From an optimization exercise on the open Yosys and OpenROAD flow, aimed at small area, a short achievable clock period and few clock cycles per item; shortcuts taken in it are not production practice. At most, simulation tests tie the RTL to the original design; equivalence was not proved.

Setup of the baseline:
// csb_crc
module csb_crc (
    input  wire        clk,
    input  wire        rst,         
    input  wire        in_valid,
    output wire        in_ready,
    input  wire        in_init,
    input  wire [2:0]  in_nbytes,   
    input  wire [31:0] in_data,
    output wire        idle,
    output wire [31:0] result
);
    localparam [31:0] POLY = 32'hEDB88320;
    reg [31:0] code;       
    reg [31:0] dat;        
    reg        fold;       
    reg        back;       
    reg [3:0]  left;       
    reg        busy;       
    reg        idle_q;     
    function [31:0] unshift2;
        input [31:0] c;
        integer i;
        reg [31:0] t;
        begin
            t = c;
            for (i = 0; i < 2; i = i + 1)
                t = t[31] ? (((t ^ POLY) << 1) | 32'd1) : (t << 1);
            unshift2 = t;
        end
    endfunction
    wire accept  = in_valid & ~busy;
    wire clear   = rst | (accept & in_init);
    wire partial = ~in_nbytes[2] & (in_nbytes[1:0] != 2'd0);
    wire [31:0] x = ~code ^ dat;
    wire [31:0] f;
    wire m32;
    csb_crc_xor2 u32 (.a(x[2]), .b(x[7]), .y(m32));
    wire m33;
    csb_crc_xor2 u33 (.a(x[0]), .b(x[22]), .y(m33));
    wire m34;
    csb_crc_xor2 u34 (.a(x[3]), .b(x[6]), .y(m34));
    wire m35;
    csb_crc_xor2 u35 (.a(x[1]), .b(x[23]), .y(m35));
    wire m36;
    csb_crc_xor2 u36 (.a(x[4]), .b(m33), .y(m36));
    wire m37;
    csb_crc_xor2 u37 (.a(x[16]), .b(x[28]), .y(m37));
    wire m38;
    csb_crc_xor2 u38 (.a(x[11]), .b(x[25]), .y(m38));
    wire m39;
    csb_crc_xor2 u39 (.a(x[24]), .b(x[30]), .y(m39));
    wire m40;
    csb_crc_xor2 u40 (.a(x[17]), .b(x[29]), .y(m40));
    wire m41;
    csb_crc_xor2 u41 (.a(x[18]), .b(x[26]), .y(m41));
    wire m42;
    csb_crc_xor2 u42 (.a(x[5]), .b(x[31]), .y(m42));
    wire m43;
    csb_crc_xor2 u43 (.a(x[19]), .b(x[27]), .y(m43));
    wire m44;
    csb_crc_xor2 u44 (.a(x[12]), .b(x[13]), .y(m44));
    wire m45;
    csb_crc_xor2 u45 (.a(x[15]), .b(m42), .y(m45));
    wire m46;
    csb_crc_xor2 u46 (.a(x[8]), .b(x[9]), .y(m46));
    wire m47;
    csb_crc_xor2 u47 (.a(x[20]), .b(m32), .y(m47));
    wire m48;
    csb_crc_xor2 u48 (.a(x[14]), .b(m43), .y(m48));
    wire m49;
    csb_crc_xor2 u49 (.a(m39), .b(m40), .y(m49));
    wire m50;
    csb_crc_xor2 u50 (.a(x[23]), .b(m37), .y(m50));
    wire m51;
    csb_crc_xor2 u51 (.a(x[21]), .b(m32), .y(m51));
  ...
Size: roughly 520 cells after synthesis, roughly 72 flip-flops.
clock: 5.0 ns
lec_check: 0
cap_margin: 20
core_margin: 2
core_utilization: 40
setup_slack_margin: 3.0
slew_margin: 20
synth_hierarchical: 1
standard.sh (not shown) runs the stock make flow with config.mk's settings and CLKGATE_MAP_FILE= SYNTH_SCRIPT=/design/flow/synth_recipe.tcl, a recipe that flattens the netlist after the stock synthesis.
==> flow/flow/run.sh <==
#!/bin/bash
# Standard layout, with plain buf_1 cells as the port buffers.
export BUFFER_PORTS_ARGS="-buffer_cell sky130_fd_sc_hd__buf_1"
bash standard.sh > standard.log 2>&1
#### Input delta (the candidate over the baseline)
- changing SETUP_SLACK_MARGIN from 3.0 to 2.5
--- outcome ---
- The candidate: all stages complete, timing, DRC and antenna checks passed
- Number of stages on the worst setup path was higher in the baseline than in the candidate.
- The baseline → the candidate: setup slack decreased 0.046 ns; cell area after layout decreased 0.0019 mm^2.
- | quantity of I/O buffers inserted on ports | the baseline vs the candidate | ≈ equal |
- Looking only at number of setup buffers added after CTS, and setting everything else aside, the lower value of the candidate and the baseline goes to the candidate.
- Between the candidate and the baseline, it is the candidate whose non-clock buffer share of cell area is lower, by 10 points.
- Diff the baseline -> the candidate: sequential fraction of total cell area saw an increase; total half-perimeter wirelength after legalization and detailed placement shows an increase of 2.1%.
Function was not checked in any run of this note: the RTL went through the layout flow alone.

== yarrow ==
csb_crc, a different RTL version from the one above (not shown whole).
Size: about 73 I/O pins, ~5300 um2 of cells after synthesis.
// csb_crc
module csb_crc (
    input  wire        clk,
    input  wire        rst,         
    input  wire        in_valid,
    output wire        in_ready,
    input  wire        in_init,
    input  wire [2:0]  in_nbytes,   
    input  wire [31:0] in_data,
    output wire        idle,
    output wire [31:0] result
);
Settings: LEC_CHECK=0, CAP_MARGIN=20, CORE_MARGIN=2, CORE_UTILIZATION=40, SETUP_SLACK_MARGIN=2.8, SLEW_MARGIN=20; clock period 5.0 ns.
Scripts as last shown in full above: flow/flow/run.sh
Testbench counts of yarrow, summed over its fixed seeds: cycles 24,576, bytes 97,536.
## Diff of input files: garnet against yarrow
==> flow/run.sh (new file) <==
#!/bin/bash
# synth_recipe.tcl (not shown) runs the flow's synth.tcl, then flattens the netlist and writes it again
# the make line also repeats each setting of config.mk as NAME=value (left out here)
make -C /OpenROAD-flow-scripts/flow DESIGN_CONFIG=/design/flow/config.mk WORK_HOME=/design/flow/orfs CLKGATE_MAP_FILE= SYNTH_SCRIPT=/design/flow/synth_recipe.tcl finish
diff --git a/flow/config.mk b/flow/config.mk
--- a/flow/config.mk
+++ b/flow/config.mk
@@ -11 +10,0 @@
-export SETUP_SLACK_MARGIN = 2.8
removed: flow/flow/run.sh
removed: flow/standard.sh
Notes after the runs:
Compared to yarrow, garnet leaves more free space in the core.
Post-placement cell area ends up lower on yarrow.
Input-level comparison between zinc and garnet:
==> flow/flow/run.sh (new file) <==
#!/bin/bash
# Standard layout, with plain buf_1 cells as the port buffers.
export BUFFER_PORTS_ARGS="-buffer_cell sky130_fd_sc_hd__buf_1"
bash standard.sh > standard.log 2>&1
==> flow/standard.sh (new file) <==
#!/bin/bash
# synth_recipe.tcl (not shown) runs the flow's synth.tcl, then flattens the netlist and writes it again
# the make line also repeats each setting of config.mk as NAME=value (left out here)
make -C /OpenROAD-flow-scripts/flow DESIGN_CONFIG=/design/flow/config.mk WORK_HOME=/design/flow/orfs CLKGATE_MAP_FILE= SYNTH_SCRIPT=/design/flow/synth_recipe.tcl "${@:-finish}"
diff --git a/flow/config.mk b/flow/config.mk
--- a/flow/config.mk
+++ b/flow/config.mk
@@ -10 +10,3 @@
-export CORE_UTILIZATION = 40
+export CORE_UTILIZATION = 65
+export PLACE_DENSITY = 0.75
+export SETUP_SLACK_MARGIN = 2.5
removed: flow/run.sh
[summary]
- Re total clock buffers created by CTS: no difference whatsoever between zinc and garnet.
- In the flow results for garnet and zinc, the post-layout net count is larger on zinc.
- | mean number of vias per cell | zinc vs garnet | 0.78 higher |
- zinc ended up with a higher share of the core filled with cells in the final layout than garnet did.
- Taking garnet as 1.0, zinc lands at 1.15 on highest attainable clock frequency.
- STATUS minimum clock period after layout: zinc wins against garnet
- [zinc vs garnet] sequential share of cell area: higher in zinc
- Sort garnet and zinc by multi-input logic portion of the cell area desc -> top: zinc
- Row slack of the critical path: zinc higher / garnet lower
- Measured against zinc, the standard cell area after detailed placement of garnet comes out at 1.10 times the reference value.
--- input diff zinc..lagoon ---
diff --git a/flow/config.mk b/flow/config.mk
--- a/flow/config.mk
+++ b/flow/config.mk
@@ -10,2 +10 @@
-export CORE_UTILIZATION = 65
-export PLACE_DENSITY = 0.75
+export CORE_UTILIZATION = 40
## What came out
- lagoon ended with every stage complete and zero timing, DRC or antenna violations.
- Against zinc, wire length in lagoon rose slightly.
- Going from zinc to lagoon, the via count was found to have gone down by 3.8%.
- The standard cells in lagoon occupy more silicon area than those in zinc do.
- Looking at non-clock buffer count, lagoon sits 1 higher than zinc does.
- Taking zinc as the reference, in lagoon utilization now smaller, register-to-register slack now larger, final cell count now larger.
- First-pass GRT wire length: lagoon vs zinc up 640 um
[inputs] juniper vs lagoon
diff --git a/flow/config.mk b/flow/config.mk
--- a/flow/config.mk
+++ b/flow/config.mk
@@ -11 +10,0 @@
-export SETUP_SLACK_MARGIN = 2.5
--- outcome ---
- Diff lagoon -> juniper | total area of sequential cells | decrease of 0.42%
- Diff lagoon -> juniper: share of the final layout cell area in sequential cells saw an increase, buffers plus inverters on the worst setup path saw an increase.
diff inputs: juniper => xenon
diff --git a/flow/config.mk b/flow/config.mk
--- a/flow/config.mk
+++ b/flow/config.mk
@@ -10,0 +11,4 @@
+export CTS_BUF_LIST = sky130_fd_sc_hd__clkbuf_4 sky130_fd_sc_hd__clkbuf_8
+export CTS_CLUSTER_DIAMETER = 100
+export CTS_CLUSTER_SIZE = 30
+export SETUP_SLACK_MARGIN = 2.5
[summary]
Across both runs, share of the clock period used by the worst path after layout was lower for xenon than for juniper.
Compared with juniper, xenon shows a met3 global-route usage that is 1.3 points higher.
The total wire length of xenon is higher than that of juniper.
xenon has completed all stages; timing, DRC and antenna checks passed.
xenon against juniper: area taken by multi-input logic gates now sits higher, smallest setup slack after layout higher.

Another version of the RTL of csb_crc (not shown whole).
For scale: roughly 490 cells after synthesis, ~39 flip-flops, about 73 I/O pins.
export LEC_CHECK = 0
export CAP_MARGIN = 20
export CORE_MARGIN = 2
export CORE_UTILIZATION = 40
export SETUP_SLACK_MARGIN = 2.3
export SLEW_MARGIN = 20
create_clock -name core_clock -period 5.0 [get_ports {clk}]
==> flow/flow/run.sh <==
#!/bin/bash
# Standard layout, with plain buf_1 cells as the port buffers.
export BUFFER_PORTS_ARGS="-buffer_cell sky130_fd_sc_hd__buf_1"
bash standard.sh > standard.log 2>&1
The baseline finished clean.
Then changed:
- SETUP_SLACK_MARGIN: 2.3 -> default
- SYNTH_HIERARCHICAL: default -> 1
Outcome: The changed run completed without violations. Design area drops by 36%. Die area decreases by 15%. Worst hold slack loses 0.020 ns. Final cell count drops by 11%. Routed wire length decreases by about 34%. Non-clock buffer count came out lower by 73. Clock skew shrinks by 0.0043 ns.
Function was not checked in any run of this note: the RTL went through the layout flow alone.

Another version of the RTL of csb_crc (not shown whole).
Size in the first run: roughly 490 cells after synthesis, about 41 flip-flops, about 73 I/O pins, roughly 4400 um2 of cells after synthesis.
clock: 5.0 ns
lec_check: 0
cap_margin: 20
core_margin: 2
core_utilization: 40
cts_buf_list: sky130_fd_sc_hd__clkbuf_4 sky130_fd_sc_hd__clkbuf_8
cts_cluster_diameter: 100
cts_cluster_size: 30
gpl_routability_driven: 0
setup_slack_margin: 3.0
slew_margin: 20
tns_end_percent: 0
==> flow/flow/run.sh <==
#!/bin/bash
# Standard layout, with plain buf_1 cells as the port buffers, the
# three-input XOR cells kept out (they take more area than two two-input
# ones), and the state flip-flops (which drive the whole next-state network
# and the result ports) upsized after placement.
set -e
export BUFFER_PORTS_ARGS="-buffer_cell sky130_fd_sc_hd__buf_1"
# the platform's own DONT_USE_CELLS, then the three-input XORs
DU="sky130_fd_sc_hd__probe_p_8 sky130_fd_sc_hd__probec_p_8 sky130_fd_sc_hd__lpflow_bleeder_1 sky130_fd_sc_hd__lpflow_clkbufkapwr_1 sky130_fd_sc_hd__lpflow_clkbufkapwr_16 sky130_fd_sc_hd__lpflow_clkbufkapwr_2 sky130_fd_sc_hd__lpflow_clkbufkapwr_4 sky130_fd_sc_hd__lpflow_clkbufkapwr_8 sky130_fd_sc_hd__lpflow_clkinvkapwr_1 sky130_fd_sc_hd__lpflow_clkinvkapwr_16 sky130_fd_sc_hd__lpflow_clkinvkapwr_2 sky130_fd_sc_hd__lpflow_clkinvkapwr_4 sky130_fd_sc_hd__lpflow_clkinvkapwr_8 sky130_fd_sc_hd__lpflow_decapkapwr_12 sky130_fd_sc_hd__lpflow_decapkapwr_3 sky130_fd_sc_hd__lpflow_decapkapwr_4 sky130_fd_sc_hd__lpflow_decapkapwr_6 sky130_fd_sc_hd__lpflow_decapkapwr_8 sky130_fd_sc_hd__lpflow_inputiso0n_1 sky130_fd_sc_hd__lpflow_inputiso0p_1 sky130_fd_sc_hd__lpflow_inputiso1n_1 sky130_fd_sc_hd__lpflow_inputiso1p_1 sky130_fd_sc_hd__lpflow_inputisolatch_1 sky130_fd_sc_hd__lpflow_isobufsrc_1 sky130_fd_sc_hd__lpflow_isobufsrc_16 sky130_fd_sc_hd__lpflow_isobufsrc_2 sky130_fd_sc_hd__lpflow_isobufsrc_4 sky130_fd_sc_hd__lpflow_isobufsrc_8 sky130_fd_sc_hd__lpflow_isobufsrckapwr_16 sky130_fd_sc_hd__lpflow_lsbuf_lh_hl_isowell_tap_1 sky130_fd_sc_hd__lpflow_lsbuf_lh_hl_isowell_tap_2 sky130_fd_sc_hd__lpflow_lsbuf_lh_hl_isowell_tap_4 sky130_fd_sc_hd__lpflow_lsbuf_lh_isowell_4 sky130_fd_sc_hd__lpflow_lsbuf_lh_isowell_tap_1 sky130_fd_sc_hd__lpflow_lsbuf_lh_isowell_tap_2 sky130_fd_sc_hd__lpflow_lsbuf_lh_isowell_tap_4 sky130_fd_sc_hd__xnor3_1 sky130_fd_sc_hd__xnor3_2 sky130_fd_sc_hd__xnor3_4 sky130_fd_sc_hd__xor3_1 sky130_fd_sc_hd__xor3_2 sky130_fd_sc_hd__xor3_4"
bash standard.sh "DONT_USE_CELLS=$DU" place > standard_place.log 2>&1
openroad -no_init -exit flow/upsize.tcl > upsize.log 2>&1
bash standard.sh "DONT_USE_CELLS=$DU" finish > standard.log 2>&1
==> flow/flow/upsize.tcl <==
# Upsize the code register's flip-flops in the placed design, then
# legalize the placement again.
set odb orfs/results/sky130hd/csb_crc/base/3_place.odb
read_db $odb
read_liberty $::env(FLOW_HOME)/platforms/sky130hd/lib/sky130_fd_sc_hd__tt_025C_1v80.lib
set block [ord::get_db_block]
set n 0
foreach inst [$block getInsts] {
  if {[[$inst getMaster] getName] eq "sky130_fd_sc_hd__dfxtp_1" && [string match "code*" [$inst getName]]} {
    replace_cell [$inst getName] sky130_fd_sc_hd__dfxtp_2
    incr n
  }
}
puts "upsized $n flip-flops"
detailed_placement
check_placement
write_db $odb
Testbench counts at the start, summed over its fixed seeds: cycles 24,576, bytes 97,536.
Next try:
==> flow/flow/run.sh (replaced) <==
#!/bin/bash
# Standard layout, with plain buf_1 cells as the port buffers and the
# state flip-flops (which drive the whole next-state network and the
# result ports) upsized after placement.
set -e
export BUFFER_PORTS_ARGS="-buffer_cell sky130_fd_sc_hd__buf_1"
bash standard.sh place > standard_place.log 2>&1
openroad -no_init -exit flow/upsize.tcl > upsize.log 2>&1
bash standard.sh finish > standard.log 2>&1
--- a/flow/config.mk
+++ b/flow/config.mk
@@ -13,3 +13,2 @@
 export CTS_CLUSTER_SIZE = 30
-export GPL_ROUTABILITY_DRIVEN = 0
 export SETUP_SLACK_MARGIN = 3.0
What happened: The new run completed with no timing, DRC or antenna violations. Wire length came out higher by about 9%. Synthesized area came out higher by about 2%. Utilization came out lower by 0.17 points. Register-to-register slack is worse by 30 ps. Critical path depth came out lower by 1.
Next try:
--- a/flow/config.mk
+++ b/flow/config.mk
@@ -15,2 +15 @@
 export SLEW_MARGIN = 20
-export TNS_END_PERCENT = 0
Clock skew stays flat.
Setup slack improves by 91 ps.
Core utilization grows by 9.3 points.
Maximum frequency grows by 4.5%.
Die area does not change.
Global-route usage stays flat.
Via count grows by 6.3%.
Flip-flop and latch count does not change.
Next try:
==> flow/flow/run.sh (replaced) <==
#!/bin/bash
# Standard layout, with plain buf_1 cells as the port buffers.
export BUFFER_PORTS_ARGS="-buffer_cell sky130_fd_sc_hd__buf_1"
bash standard.sh > standard.log 2>&1
--- a/flow/config.mk
+++ b/flow/config.mk
@@ -13,3 +13,3 @@
 export CTS_CLUSTER_SIZE = 30
-export SETUP_SLACK_MARGIN = 3.0
+export SETUP_SLACK_MARGIN = 2.5
 export SLEW_MARGIN = 20
removed: flow/flow/upsize.tcl
Wire length goes down by 11%.
Hold slack got worse by 33 ps.
Synthesized area stays the same.

[re-timing with driven ports]
No port has a modelled driver above. Below, the same layouts with a new extraction and two added sets of constraints.
Step 1 sets driving cells, clkbuf_16 on the clock port and buf_2 on the other inputs (assumed; they add their load-dependent delay and slew).
Step 2 times the ports against the registers' clock, not the clock port: input delays grow and output delays shrink by t, the midpoint of the rising clock arrivals with the driver on.
Three values: no drivers, after step 1, after step 2; two values: the first two.
| run | shift t [ns] | setup WS [ns] | hold slack, ns |
|---|---|---|---|
| the baseline | 0.378 | 2.621 / 2.621 / 2.621 | 0.554 / 0.554 / 0.554 |
| the candidate | 0.387 | 2.575 / 2.575 / 2.575 | 0.530 / 0.530 / 0.530 |
| yarrow | 0.379 | 2.620 / 2.620 / 2.442 | 0.514 / 0.514 / 0.514 |
| garnet | 0.381 | 2.079 / 2.079 / 1.820 | 0.504 / 0.504 / 0.504 |
| zinc | 0.391 | 2.465 / 2.465 / 2.465 | 0.508 / 0.508 / 0.508 |
| lagoon | 0.381 | 2.539 / 2.539 / 2.373 | 0.506 / 0.506 / 0.506 |
| juniper | 0.383 | 2.013 / 2.013 / 2.013 | 0.501 / 0.501 / 0.501 |
| xenon | 0.397 | 2.541 / 2.541 / 2.359 | 0.504 / 0.504 / 0.504 |
| the first run of note 3 | 0.335 | 2.011 / 2.030 / 1.695 | 0.523 / 0.523 / 0.523 |
| the second run of note 3 | 0.324 | 0.969 / 0.984 / 0.661 | 0.503 / 0.503 / 0.503 |
| the first run of note 4 | 0.341 | 2.909 / 2.909 / 2.723 | 0.576 / 0.576 / 0.576 |
| the second run of note 4 | 0.343 | 2.876 / 2.876 / 2.620 | 0.552 / 0.552 / 0.552 |
| the third run of note 4 | 0.339 | 2.967 / 2.943 / 2.716 | 0.571 / 0.571 / 0.571 |
| the fourth run of note 4 | 0.344 | 2.582 / 2.582 / 2.332 | 0.538 / 0.538 / 0.538 |
After both steps setup and hold are still met in every run listed. For the first run of note 3, which loses most, drivers alone change the setup slack by +0.019 ns; drivers and shift together by -0.316 ns.
